This design comes from an exercise in tuning for small area, a short achievable clock period and few clock cycles per item on the open sky130 flow, not from production work. The RTL of this run was laid out without a check of its function. Power is estimated from default activity; no workload was simulated.

File: flow/config.mk
export PLATFORM = sky130hd
export DESIGN_NAME = cpds_comp
export DESIGN_NICKNAME = cpds_comp
export VERILOG_FILES = /design/flow/design.v
export SDC_FILE = /design/flow/constraint.sdc
export NUM_CORES = 4
export LEC_CHECK = 0
export CAP_MARGIN = 20
export CORE_MARGIN = 2
export CORE_UTILIZATION = 30
export PLACE_DENSITY = 0.5
export SETUP_SLACK_MARGIN = 0.5
export SLEW_MARGIN = 20
File: flow/constraint.sdc
create_clock -name core_clock -period 22.0 [get_ports {clk}]
set_input_delay 4.4000 -clock core_clock [delete_from_list [all_inputs] [get_ports {clk}]]
set_output_delay 4.4000 -clock core_clock [all_outputs]
set_load 0.01 [all_outputs]
File: flow/design.v
module cpds_comp (
    input  wire         clk,
    input  wire         rst,         
    input  wire         start,
    input  wire [207:0] cal_a,       
    input  wire [55:0]  cal_b,       
    input  wire [63:0]  raw,         
    input  wire [31:0]  p_offset,    
    output wire         ready,
    output reg          done,
    output wire [31:0]  t_fine,
    output wire [31:0]  t_out,
    output wire [31:0]  t_int,
    output reg  [7:0]   t_frac,
    output reg  [31:0]  p_q24_8,
    output wire [23:0]  p_pa,
    output reg  [31:0]  p_int,
    output reg  [6:0]   p_frac,
    output reg          p_undef,
    output reg  [16:0]  h_q22_10,
    output reg  [13:0]  h_hund,
    output reg  [6:0]   h_int,
    output reg  [6:0]   h_frac
);
    wire [15:0] dig_t1 = {cal_a[15:8],    cal_a[7:0]};
    wire [15:0] dig_t2 = {cal_a[31:24],   cal_a[23:16]};
    wire [15:0] dig_t3 = {cal_a[47:40],   cal_a[39:32]};
    wire [15:0] dig_p1 = {cal_a[63:56],   cal_a[55:48]};
    wire [15:0] dig_p2 = {cal_a[79:72],   cal_a[71:64]};
    wire [15:0] dig_p3 = {cal_a[95:88],   cal_a[87:80]};
    wire [15:0] dig_p4 = {cal_a[111:104], cal_a[103:96]};
    wire [15:0] dig_p5 = {cal_a[127:120], cal_a[119:112]};
    wire [15:0] dig_p6 = {cal_a[143:136], cal_a[135:128]};
    wire [15:0] dig_p7 = {cal_a[159:152], cal_a[151:144]};
    wire [15:0] dig_p8 = {cal_a[175:168], cal_a[167:160]};
    wire [15:0] dig_p9 = {cal_a[191:184], cal_a[183:176]};
    wire [7:0]  dig_h1 = cal_a[207:200];
    wire [15:0] dig_h2 = {cal_b[15:8], cal_b[7:0]};
    wire [7:0]  dig_h3 = cal_b[23:16];
    wire [11:0] dig_h4 = {cal_b[31:24], cal_b[35:32]};
    wire [11:0] dig_h5 = {cal_b[47:40], cal_b[39:36]};
    wire [7:0]  dig_h6 = cal_b[55:48];
    wire [19:0] adc_p = {raw[7:0],   raw[15:8],  raw[23:20]};
    wire [19:0] adc_t = {raw[31:24], raw[39:32], raw[47:44]};
    wire [15:0] adc_h = {raw[55:48], raw[63:56]};
    localparam [5:0]
        S_IDLE = 6'd0,
        S_T0  = 6'd1,  S_T1  = 6'd2,  S_T2  = 6'd3,  S_T3  = 6'd4,
        S_Q1  = 6'd5,  S_Q2  = 6'd6,  S_V1  = 6'd7,  S_V2  = 6'd8,  S_V3  = 6'd9,
        S_G1  = 6'd10, S_G2  = 6'd11, S_W1  = 6'd12, S_W2  = 6'd13, S_W3  = 6'd14,
        S_N1  = 6'd15, S_N2  = 6'd16, S_N3  = 6'd17, S_NC1 = 6'd18, S_NC2 = 6'd19,
        S_H2  = 6'd20, S_H3  = 6'd21, S_H0  = 6'd22, S_H1  = 6'd23, S_H4A = 6'd24,
        S_H4B = 6'd25, S_H5  = 6'd26, S_H6  = 6'd27, S_H7  = 6'd28, S_H8  = 6'd29,
        S_H9  = 6'd30, S_H10 = 6'd31, S_TB  = 6'd32, S_TC  = 6'd33, S_H11 = 6'd34,
        S_H12 = 6'd35, S_WAIT = 6'd36, S_C1 = 6'd37, S_C2  = 6'd38,
        S_S1  = 6'd39, S_S2  = 6'd40, S_S3  = 6'd41, S_S4  = 6'd42, S_S5  = 6'd43,
        S_S6  = 6'd44, S_S7  = 6'd45, S_S8  = 6'd46, S_S9  = 6'd47, S_S10 = 6'd48,
        S_S11 = 6'd49, S_S12 = 6'd50, S_S13 = 6'd51, S_S14 = 6'd52;
    reg [5:0] state;
    reg [63:0] acc;                  
    reg [65:0] dq;                   
    reg [30:0] dr;                   
    reg [30:0] dv;                   
    reg [4:0]  dcnt;                 
    reg [1:0]  dsk;                  
    reg        dbusy;
    reg        nneg;                 
    reg [31:0] ca;                   
    reg [16:0] cb;                   
    reg [22:0] pv;                   
    reg [21:0] tf;                   
    reg [22:0] nx;                   
    reg [22:0] mnx;                  
    reg [16:0] tc;                   
    reg [8:0]  ti;                   
    wire [63:0] tmp = {p_int, p_q24_8};    
    assign t_fine = {{10{tf[21]}}, tf};
    assign t_out  = {{15{tc[16]}}, tc};
    assign t_int  = {{23{ti[8]}}, ti};
    assign p_pa   = p_q24_8[31:8];
    assign ready  = (state == S_IDLE);
    always @(posedge clk) begin
        tf  <= pv[21:0] + 22'd128000;
        nx  <= pv + 23'd51200;
        mnx <= 23'd0 - 23'd51200 - pv;
    end
    wire [22:0] v1t = {{2{dq[31]}}, dq[31:11]} - 23'd128000;      
    wire dz = (dv == 31'd0);                       
    wire sigma = nneg ^ dv[30];                    
    wire [27:0] p7sum = dq[39:12] + {{12{ca[15]}}, ca[15:0]};
    reg signed [32:0] ma;
    reg signed [16:0] mb;
    reg        [63:0] xo;
    reg        [2:0]  ysel;
    reg               cin;
    localparam [2:0] Y0 = 3'd0, Y16 = 3'd1, Y32 = 3'd2, Y48 = 3'd3, YW = 3'd4, YWN = 3'd5,
                     YV1 = 3'd6, YCA = 3'd7;
    always @(*) begin
        ma   = 33'sd0;
        mb   = 17'sd0;
        xo   = 64'd0;
        ysel = Y0;
        cin  = 1'b0;
        case (state)
            S_T0:  begin ma = {17'd0, ca[15:0]}; mb = -17'sd2; xo = {47'd0, cb}; end
            S_T1:  begin ma = {{15{acc[17]}}, acc[17:0]}; mb = cb; end
            S_T2:  begin ma = {{16{acc[17]}}, acc[17:1]}; mb = acc[17:1]; end
            S_T3:  begin ma = {{13{acc[31]}}, acc[31:12]}; mb = cb;
                         xo = {{27{v1t[22]}}, v1t, 14'd0}; ysel = YW; end
            S_Q1:  begin ma = {{10{pv[22]}}, pv}; mb = {1'b0, pv[15:0]}; end
            S_Q2:  begin ma = {{10{pv[22]}}, pv}; mb = {{10{pv[22]}}, pv[22:16]};
                         xo = acc; ysel = Y16; end
            S_V1:  begin ma = {1'b0, dq[31:0]}; mb = cb; xo = 64'h0080_0000_0000_0000; end
            S_V2:  begin ma = {dq[63], dq[63:32]}; mb = cb; xo = acc; ysel = Y32; end
            S_V3:  begin ma = {{6{pv[22]}}, pv, 4'd0}; mb = cb; xo = acc; ysel = Y16; end
            S_G1:  begin ma = {{9{acc[63]}}, acc[63:40]}; mb = cb; ysel = Y32; end
            S_G2:  begin ma = {1'b0, acc[39:8]}; mb = cb; xo = tmp; end
            S_W1:  begin ma = {1'b0, dq[31:0]}; mb = cb;
                         xo = {{13{ca[15]}}, ca[15:0], 35'd0}; end
            S_W2:  begin ma = {dq[63], dq[63:32]}; mb = cb; xo = acc; ysel = Y32; end
            S_W3:  begin ma = {{10{pv[22]}}, pv}; mb = cb; xo = acc; ysel = Y16; end
            S_N1:  begin ma = {2'd0, ca[30:0]}; mb = -17'sd50000;
                         xo = 64'd3125 << 51; ysel = Y16; end
            S_N2:  begin ma = {1'b0, dq[31:0]}; mb = -17'sd3125; xo = acc; end
            S_N3:  begin ma = {dq[63], dq[63:32]}; mb = -17'sd3125; xo = acc; ysel = Y32; end
            S_NC1, S_C1:
                   begin ma = {1'b0, dq[31:0]}; mb = -17'sd1; end
            S_NC2, S_C2:
                   begin ma = {dq[63], dq[63:32]}; mb = -17'sd1; xo = acc; ysel = Y32; end
            S_H2:  begin ma = {{10{nx[22]}}, nx}; mb = cb; end
            S_H3:  begin ma = {{10{nx[22]}}, nx}; mb = cb; xo = 64'd1 << 26; end
            S_H0:  begin ma = {{21{ca[11]}}, ca[11:0]}; mb = -17'sd16;
                         xo = {34'd0, cb[15:0], 14'h3FFF}; ysel = Y16; cin = 1'b1; end
            S_H1:  begin ma = {{10{mnx[22]}}, mnx}; mb = cb; xo = acc; end
            S_H4A: begin ma = {{11{p_q24_8[31]}}, p_q24_8[31:10]}; mb = {1'b0, p_int[26:11]};
                         xo = 64'd1 << 31; end
            S_H4B: begin ma = {{11{p_q24_8[31]}}, p_q24_8[31:10]};
                         mb = {{12{p_int[31]}}, p_int[31:27]}; xo = acc; ysel = Y16; end
            S_H5:  begin ma = {11'd0, acc[31:10]}; mb = cb; xo = 64'd8192; end
            S_H6:  begin ma = {{15{acc[31]}}, acc[31:14]}; mb = h_q22_10; end
            S_H7:  begin ma = {{16{acc[31]}}, acc[31:15]}; mb = acc[31:15]; end
            S_H8:  begin ma = {{8{p_q24_8[31]}}, p_q24_8[31:7]}; mb = cb;
                         xo = {{28{acc[31]}}, acc[31:0], 4'hF}; ysel = YWN; cin = 1'b1; end
            S_H9:  begin ma = {{10{pv[22]}}, pv}; mb = 17'sd5; xo = 64'd640128; end
            S_H10: begin ma = {16'd0, h_q22_10}; mb = 17'sd100; end
            S_TB:  begin ma = {{16{tc[16]}}, tc}; mb = tc[16] ? -17'sd5243 : 17'sd5243; end
            S_TC:  begin ma = {14'd0, acc[18:0]}; mb = 17'sd100; end
            S_H11: begin ma = {19'd0, h_hund}; mb = 17'sd5243; end
            S_H12: begin ma = {14'd0, acc[18:0]}; mb = 17'sd100; end
            S_S1:  begin ma = {1'b0, dq[44:13]}; mb = cb; end
            S_S2:  begin ma = {{14{dq[63]}}, dq[63:45]}; mb = cb; xo = acc; ysel = Y32; end
            S_S3:  begin ma = {1'b0, dq[44:13]}; mb = {1'b0, tmp[15:0]}; end
            S_S4:  begin ma = {1'b0, dq[44:13]}; mb = {1'b0, tmp[31:16]}; xo = acc; ysel = Y16; end
            S_S5:  begin ma = {1'b0, dq[44:13]}; mb = {1'b0, tmp[47:32]}; xo = acc; ysel = Y32; end
            S_S6:  begin ma = {1'b0, dq[44:13]}; mb = {1'b0, tmp[63:48]}; xo = acc; ysel = Y48; end
            S_S7:  begin ma = {{14{dq[63]}}, dq[63:45]}; mb = {1'b0, tmp[15:0]}; xo = acc; ysel = Y32; end
            S_S8:  begin ma = {{14{dq[63]}}, dq[63:45]}; mb = {1'b0, tmp[31:16]}; xo = acc; ysel = Y48; end
            S_S9:  begin ma = {1'b0, dq[31:0]}; mb = cb;
                         xo = {5'd0, p7sum, dq[11:0], 19'd0}; end
            S_S10: begin ma = {dq[63], dq[63:32]}; mb = cb; xo = acc; ysel = Y32; end
            S_S11: begin xo = {{19{acc[63]}}, acc[63:19]}; ysel = YV1; end
            S_S12: begin ma = {9'd0, p_q24_8[31:8]}; mb = 17'sd44565; end
            S_S13: begin ma = {9'd0, p_q24_8[31:8]}; mb = 17'sd327; xo = acc; ysel = Y16; end
            S_S14: begin ma = {2'd0, acc[30:0]}; mb = 17'sd100;
                         xo = {46'd0, acc[48:31]}; ysel = YCA; cin = 1'b1; end
            default: ;
        endcase
    end
    wire signed [49:0] prod = ma * mb;
    wire [63:0] pe = {{14{prod[49]}}, prod};
    reg  [63:0] yo;
    always @(*) begin
        case (ysel)
            Y0:  yo = pe;
            Y16: yo = {pe[47:0], 16'd0};
            Y32: yo = {pe[31:0], 32'd0};
            Y48: yo = {pe[15:0], 48'd0};
            YW:  yo = {{32{prod[31]}}, prod[31:0]};
            YWN: yo = ~{{32{prod[31]}}, prod[31:0]};
            YV1: yo = {{25{tmp[63]}}, tmp[63:25]};
            default: yo = {{32{ca[31]}}, ca};
        endcase
    end
    wire [63:0] sum = xo + yo + {63'd0, cin};
    wire [30:0] dd  = dv ^ {31{~dv[30]}};          
    wire        dci = ~dv[30];
    wire [30:0] dmag = dv[30] ? ~dv : dv;          
    wire [1:0]  nsk = (|dmag[30:25]) ? 2'd3 : (|dmag[30:16]) ? 2'd2 :
                      (|dmag[30:7])  ? 2'd1 : 2'd0;
    function [31:0] dstep(input [30:0] r, input b);
        reg [31:0] rs;
        reg [32:0] tr;
        begin
            rs = {r, b};
            tr = {1'b0, rs} + {{2{dd[30]}}, dd} + {32'd0, dci};
            dstep = tr[32] ? {rs[30:0], 1'b0} : {tr[30:0], 1'b1};
        end
    endfunction
    wire [31:0] st1 = dstep(dr, dq[65]);
    wire [31:0] st2 = dstep(st1[31:1], dq[64]);
    wire [31:0] st3 = dstep(st2[31:1], dq[63]);
    wire [4:0] dcnt_nx = (dsk != 2'd0) ? dcnt - 5'd3 : dcnt - 5'd1;
    wire div_fin = !dbusy || (dcnt_nx == 5'd0);    
    wire dstart = ((state == S_N3) && !dz) || (state == S_NC2);
    always @(posedge clk) begin
        if (rst) begin
            dbusy <= 1'b0;
        end else if (state == S_NC1) begin
            dbusy <= 1'b0;                         
        end else if (dstart) begin
            dbusy <= 1'b1;
            dcnt  <= 5'd22;
            dsk   <= nsk;
            dr    <= 31'd0;
        end else if (dbusy) begin
            dcnt <= dcnt_nx;
            if (dcnt_nx == 5'd0)
                dbusy <= 1'b0;
            if (dsk != 2'd0) begin
                dsk <= dsk - 2'd1;
                dr  <= {dr[21:0], dq[65:57]};
            end else begin
                dr  <= st3[31:1];
            end
        end
    end
    always @(posedge clk) begin
        if (dbusy && !dstart && state != S_NC1) begin
            if (dsk != 2'd0)
                dq <= {dq[56:0], 9'd0};
            else
                dq <= {dq[62:0], st1[0], st2[0], st3[0]};
        end else begin
            case (state)
                S_T1, S_Q2, S_W3, S_N3, S_NC2, S_C2: dq <= {2'b00, sum};
                default: ;
            endcase
        end
    end
    always @(posedge clk) begin
        ca <= 32'd0;
        cb <= 17'd0;
        case (state)
            S_IDLE: begin ca <= {16'd0, dig_t1}; cb <= {adc_t[19:3]}; end
            S_T0:   cb <= {dig_t2[15], dig_t2};
            S_T2:   cb <= {dig_t3[15], dig_t3};
            S_Q2, S_V1: cb <= {dig_p3[15], dig_p3};
            S_V2:   cb <= {dig_p2[15], dig_p2};
            S_V3, S_G1: cb <= {1'b0, dig_p1};
            S_G2:   begin ca <= {{16{dig_p4[15]}}, dig_p4}; cb <= {dig_p6[15], dig_p6}; end
            S_W1:   cb <= {dig_p6[15], dig_p6};
            S_W2:   cb <= {dig_p5, 1'b0};
            S_W3, S_N1, S_N2, S_N3, S_NC1, S_NC2:
                    begin ca <= {1'b0, adc_p, 11'd0}; cb <= {{9{dig_h6[7]}}, dig_h6}; end
            S_H2:   cb <= {9'd0, dig_h3};
            S_H3:   begin ca <= {{20{dig_h4[11]}}, dig_h4}; cb <= {1'b0, adc_h}; end
            S_H0:   cb <= {{5{dig_h5[11]}}, dig_h5};
            S_H4B:  cb <= {dig_h2[15], dig_h2};
            S_H7:   cb <= {9'd0, dig_h1};
            S_H12, S_WAIT, S_C1, S_C2, S_S1:
                    cb <= {dig_p9[15], dig_p9};
            S_S8, S_S9: begin ca <= {{16{dig_p7[15]}}, dig_p7}; cb <= {dig_p8[15], dig_p8}; end
            S_S13:  ca <= ~p_offset;
            default: ;
        endcase
    end
    wire [7:0] tq  = sum[26:19];             
    wire [6:0] tfr = prod[25:19];            
    wire [31:0] x3 = acc[35:4];              
    always @(posedge clk) begin
        if (rst) begin
            state <= S_IDLE;
            done  <= 1'b0;
        end else begin
            done <= 1'b0;
            case (state)
                S_IDLE: if (start) state <= S_T0;
                S_T0:  begin acc <= sum; state <= S_T1; end
                S_T1:  state <= S_T2;
                S_T2:  begin acc <= sum; state <= S_T3; end
                S_T3:  begin pv <= sum[36:14]; state <= S_Q1; end
                S_Q1:  begin acc <= sum; state <= S_Q2; end
                S_Q2:  state <= S_V1;
                S_V1:  begin acc <= sum; state <= S_V2; end
                S_V2:  begin acc <= sum; state <= S_V3; end
                S_V3:  begin acc <= sum; state <= S_G1; end
                S_G1:  begin p_q24_8 <= sum[31:0]; p_int <= sum[63:32]; state <= S_G2; end
                S_G2:  begin dv <= sum[63:33]; state <= S_W1; end
                S_W1:  begin acc <= sum; state <= S_W2; end
                S_W2:  begin acc <= sum; state <= S_W3; end
                S_W3:  begin nneg <= 1'b0; state <= S_N1; end
                S_N1:  begin acc <= sum; state <= S_N2; end
                S_N2:  begin acc <= sum; state <= S_N3; end
                S_N3:  begin
                    if (!dz && sum[63]) begin
                        nneg  <= 1'b1;
                        state <= S_NC1;
                    end else
                        state <= S_H2;
                end
                S_NC1: begin acc <= sum; state <= S_NC2; end
                S_NC2: state <= S_H2;
                S_H2:  begin p_q24_8 <= sum[31:0]; state <= S_H3; end
                S_H3:  begin p_int <= sum[31:0]; state <= S_H0; end
                S_H0:  begin acc <= sum; state <= S_H1; end
                S_H1:  begin h_q22_10 <= sum[31:15]; state <= S_H4A; end
                S_H4A: begin acc <= sum; state <= S_H4B; end
                S_H4B: begin acc <= sum; state <= S_H5; end
                S_H5:  begin acc <= sum; state <= S_H6; end
                S_H6:  begin acc <= sum; state <= S_H7; end
                S_H7:  begin p_q24_8 <= sum[31:0]; state <= S_H8; end
                S_H8:  begin acc <= sum; state <= S_H9; end
                S_H9:  begin
                    tc <= sum[24:8];
                    h_q22_10 <= x3[31] ? 17'd0 :
                                (x3 > 32'd419430400) ? 17'd102400 : x3[28:12];
                    state <= S_H10;
                end
                S_H10: begin h_hund <= sum[23:10]; state <= S_TB; end
                S_TB:  begin
                    acc <= sum;
                    ti  <= tc[16] ? -{1'b0, tq} : {1'b0, tq};
                    state <= S_TC;
                end
                S_TC:  begin
                    t_frac <= tc[16] ? -{1'b0, tfr} : {1'b0, tfr};
                    state <= S_H11;
                end
                S_H11: begin acc <= sum; h_int <= sum[25:19]; state <= S_H12; end
                S_H12: begin
                    h_frac <= prod[25:19];
                    if (dz) begin
                        p_q24_8 <= 32'd0;
                        p_int   <= 32'd0;
                        p_frac  <= 7'd0;
                        p_undef <= 1'b1;
                        done    <= 1'b1;
                        state   <= S_IDLE;
                    end else if (!div_fin)
                        state <= S_WAIT;
                    else
                        state <= sigma ? S_C1 : S_S1;
                end
                S_WAIT: if (div_fin) state <= sigma ? S_C1 : S_S1;
                S_C1:  begin acc <= sum; state <= S_C2; end
                S_C2:  state <= S_S1;
                S_S1:  begin acc <= sum; state <= S_S2; end
                S_S2:  begin p_q24_8 <= sum[31:0]; p_int <= sum[63:32]; state <= S_S3; end
                S_S3:  begin acc <= sum; state <= S_S4; end
                S_S4:  begin acc <= sum; state <= S_S5; end
                S_S5:  begin acc <= sum; state <= S_S6; end
                S_S6:  begin acc <= sum; state <= S_S7; end
                S_S7:  begin acc <= sum; state <= S_S8; end
                S_S8:  begin p_q24_8 <= sum[31:0]; p_int <= sum[63:32]; state <= S_S9; end
                S_S9:  begin acc <= sum; state <= S_S10; end
                S_S10: begin acc <= sum; state <= S_S11; end
                S_S11: begin p_q24_8 <= sum[39:8]; state <= S_S12; end
                S_S12: begin acc <= sum; state <= S_S13; end
                S_S13: begin acc <= sum; state <= S_S14; end
                S_S14: begin
                    p_int   <= sum[31:0];
                    p_frac  <= prod[37:31];
                    p_undef <= 1'b0;
                    done    <= 1'b1;
                    state   <= S_IDLE;
                end
                default: state <= S_IDLE;
            endcase
        end
    end
endmodule
File: flow/run.sh
#!/bin/bash
# synth_recipe.tcl (not shown) runs the flow's synth.tcl, then flattens the netlist and writes it again
# the make line also repeats each setting of config.mk as NAME=value (left out here)
make -C /OpenROAD-flow-scripts/flow DESIGN_CONFIG=/design/flow/config.mk WORK_HOME=/design/flow/orfs CLKGATE_MAP_FILE= SYNTH_SCRIPT=/design/flow/synth_recipe.tcl finish
==> run summary <==
[metal layers]
layer  share of wire (%)  vias to the layer above
li1                    -                    25040
met1                  38                    30790
met2                  43                     4162
met3                  11                     1110
met4                 8.2                       34
met5               0.093                        -
[final cells by class]
cell class	instances	area, um^2	area share, %
sequential	488	13520	19.16
clock inverter	38	407.9	0.5782
tap	2640	3303	4.682
inverter	679	2549	3.613
timing repair buffer	843	7816	11.08
multi-input combinational	5120	41370	58.64
antenna	39	97.59	0.1383
clock buffer	68	1488	2.109
[worst register-to-register path, delay by kind of cell, from the launching register on]
kind            cells  cell delay, ps
compound gates     15            5750
xor+xnor            2             600
fa+ha+maj           8            4090
buf+inv             4             790
flops               1             320
simple gates       11            4860
[cells in the mapped netlist (74+ instances only)]
library cell	n	area (um^2)
fa_1	543	10870
inv_1	676	2537
xnor2_1	196	1717
edfxtp_1	374	11230
a222oi_1	94	940.9
nand2_1	667	2504
o22ai_1	86	538.0
a21oi_1	442	2212
a221oi_1	122	1069
a21o_1	109	818.3
nand2b_1	83	519.3
nor2b_1	96	600.6
nand4_1	117	732.0
nand3_1	129	645.6
clkbuf_1	332	1246
a211oi_1	97	728.2
nor3_1	74	370.4
xor2_1	106	928.4
dfxtp_1	114	2282
a22oi_1	234	1757
o21ai_0	219	1096
buf_4	87	653.1
ha_1	304	3804
nor2_1	601	2256
[state kept, by name, indices dropped and copies added, names as in the netlist, 2 cells and up]
| name | cells |
|---|---|
| dq | 66 |
| acc | 64 |
| ca | 32 |
| p_int | 32 |
| p_q24_8 | 32 |
| dr | 31 |
| dv | 31 |
| mnx | 23 |
| pv | 23 |
| nx | 22 |
| cb | 17 |
| h_q22_10 | 17 |
| tc | 17 |
| h_hund | 14 |
| tf | 12 |
| ti | 9 |
| t_frac | 8 |
| h_frac | 7 |
| h_int | 7 |
| p_frac | 7 |
| state | 6 |
| dcnt | 5 |
| dsk | 2 |
[where the power goes]
| part | switching (uW) | total (uW) | internal, uW | leakage [uW] |
|---|---|---|---|---|
| Sequential | 293 | 1750 | 1460 | 0.00438 |
| Combinational | 5370 | 7380 | 2010 | 0.0236 |
| Clock | 457 | 1010 | 556 | 0.000913 |
[metrics by stage]
| step | worst slack [ps] | total power (uW) | util [%] | std cells |
|---|---|---|---|---|
| final | 5299 | 10150 | 35.88 | 9915 |
| after global routing | 5189 | 10320 | 35.84 | 9883 |
| after CTS | 6284 | 9723 | 35.81 | 9874 |
| after detailed placement | 6316 | 8686 | 34.85 | 9768 |
| after global placement | 6433 | 8669 | 34.85 | 9768 |
| after floorplan | 6623 | 4971 | - | 6808 |
[cells in the final DEF (no fill, tap or decap), types with 27 or more instances in the layout]
cell type        netlist  layout
dfxtp_1              114     111
a222oi_1              94      94
a31oi_1               55      53
a22oi_1              234     234
a21oi_1              442     434
diode_2                0      39
nor3_1                74      60
inv_1                676     676
a221o_1               42      41
mux2i_1               49      49
nor2b_1               96      96
nor2_1               601     586
xnor2_1              196     186
edfxtp_1             374     374
nand2b_1              83      83
and3_1                43      42
xor2_1               106     100
clkdlybuf4s50_1        0     589
a211oi_1              97      91
nand2_1              667     666
o211ai_1              40      40
and2_1                35      35
and4_1                29      27
clkbuf_16              0      57
o21bai_1              42      42
o22ai_1               86      82
fa_1                 543     543
nand4_1              117     117
a22o_1                69      69
buf_4                 87     251
nor4_1                33      29
mux2_2                35      35
a221oi_1             122     120
or3_1                 30      29
ha_1                 304     303
a21o_1               109     109
nand3_1              129     128
o21ai_0              219     218
o21a_1                43      42
[logic make-up after synthesis]
logic type / Yosys count / synth area share [%]
AOI/OAI and AO/OA: 1888 / 22.42
xor gates and xnor gates: 303 / 4.497
adders and majority gates: 847 / 24.79
buffers and inverters: 1200 / 8.323
DFF: 488 / 22.83
muxes: 86 / 1.533
and+or+nand+nor: 1996 / 15.60
[path summary, 6_finish.rpt]
path         startpoint      to  slack [ps]  cells after the start
max            state[3]    nneg        5300                     40
min              dsk[0]  dsk[0]         570                      1
max reg2reg    state[3]    nneg        5300                     40
min reg2reg      dsk[0]  dsk[0]         570                      1
==> metrics.md <==
| Metric | Value |
|---|---|
| Max-Cap Viols | 0 |
| Crit-path max cell delay | 1030 ps |
| FP Rows | 163 |
| Hold WS | 572.9 ps |
| HP Class | reg2reg |
| Crit. End Element | register |
| Syn Nets | 8018 |
| Clock transition at the registers of the reported paths | 60 ps |
| Initial antenna violation count | 47 |
| Residual DRC | 0 |
| Crit-path max FO | 40 |
| Clock skew | 38.27 ps |
| Longest Clk Path Bufs | 3 |
| Final Cycle Share | 75.91% |
| Remaining Overflow, GRT | 0 |
| Power density over the cells | 143.8 nW/um^2 |
| Crit Path Class | reg2reg |
| CTS Sinks | 488 |
| Outcome | complete, no violations |
| Initial DRC count | 8666 |
| Distinct cells, synth | 111 |
| Async set-or-reset flop fraction in the synthesized netlist | 0% |
| Clock root cell | clkbuf_16 |
| Width of the die | 448.2 um |
| Slowest cell on the critical path | a21oi_1 |
| Area after DPL | 68510 um^2 |
| Number of port buffers | 590 |
| Largest net degree at the start of global routing | 93 |
| Final Hold Fails | 0 |
| Syn Area/Cell | 8.693 um^2 |
| Initial core utilization | 30.10% |
| Post-Route WL | 374.2 mm |
| Sequential area share after synthesis | 22.83% |
| Overall via count from detail_route | 61130 |
| Die H | 448.2 um |
| CP required | 22370 ps |
| GR Util met2 | 54.71% |
| Layout cell share with drive strength beyond 1 | 7.311% |
| CTS hold repair buffers | 0 |
| Vias in the first global route | 58570 |
| Pleak | 0.02888 uW |
| Wirelength per Cell | 37.74 um |
| Routability congestion estimate | 1.069 |
| Crit-path most repeated cell | fa_1 |
| Yosys warning count | 1 |
| CP top delay family | compound AO/OA/AOI/OAI gates |
| Clock H-tree levels | 2 |
| DRT Pass-1 Iters | 14 |
| CP Launch Type | register |
| CTS-repair resized insts | 0 |
| GRT Util Overall | 36.38% |
| M3 GR Usage | 11.67% |
| Slew at the pin closest to its max-slew limit | 1406 ps |
| Seq cells post-synth | 488 |
| Post-synth EDFFs | 374 |
| Worst Path Arrival | 17070 ps |
| CTS Buf Count | 56 |
| Min Tclk post-route | 16700 ps |
| Core Area | 196600 um^2 |
| Vias/cell | 6.166 |
| Fin nets | 8398 |
| CTS tree | yes |
| Setup TNS | 0 ps |
| Max Slew Vio Count | 0 |
| Layer with the highest usage | met2 |
| Routed Antenna Nets | 0 |
| Count of final setup violators | 0 |
| Max Freq | 59.88 MHz |
| # fillers | 20490 |
| Met1 GRT Util | 44.19% |
| Cell Area, Synth | 59180 um^2 |
| Die ar. | 200800 um^2 |
| First-pass GRT wire length | 502.3 mm |
| Cell area after layout | 70550 um^2 |
| Postcts setup bufs | 0 |
| HPWL Detailed | 290.6 mm |
| WP buf/inv | 4 |
| Max VDD drop | 0.0002802 V |
| Worst-Skew Late Latency | 710 ps |
| Layout Area Growth over Synthesis | 19.20% |
| Syn Inst Count | 6808 |
| Worst slew margin | 6.291% |
| Ys flop type | edfxtp_1 |
| RSZ-0062 raised after global routing | no |
| Num ports | 610 |

## static timing again, ports no longer ideal
No port has a modelled driver above. Below, the same layout with a new extraction and two added sets of constraints. Step 1 sets driving cells, clkbuf_16 on the clock port and buf_2 on the other inputs (assumed; they add their load-dependent delay and slew). Step 2 adds t to the input delays and takes it off the output delays; t is the mean of the earliest and latest rising clock arrival at the registers after step 1. Input paths then give back, and output paths get back, about the clock's delay inside the block. a / b / c = no drivers / after step 1 / after step 2; a / b = the first two.
shift t [ns]: 0.784
setup slack, ns: 5.299 / 5.299 / 5.299
latest minus earliest clock arrival (ns): 0.039 / 0.039
After both steps this run still meets setup and hold. For this run, drivers alone change the setup slack by 0.000 ns; drivers and shift together by 0.000 ns.
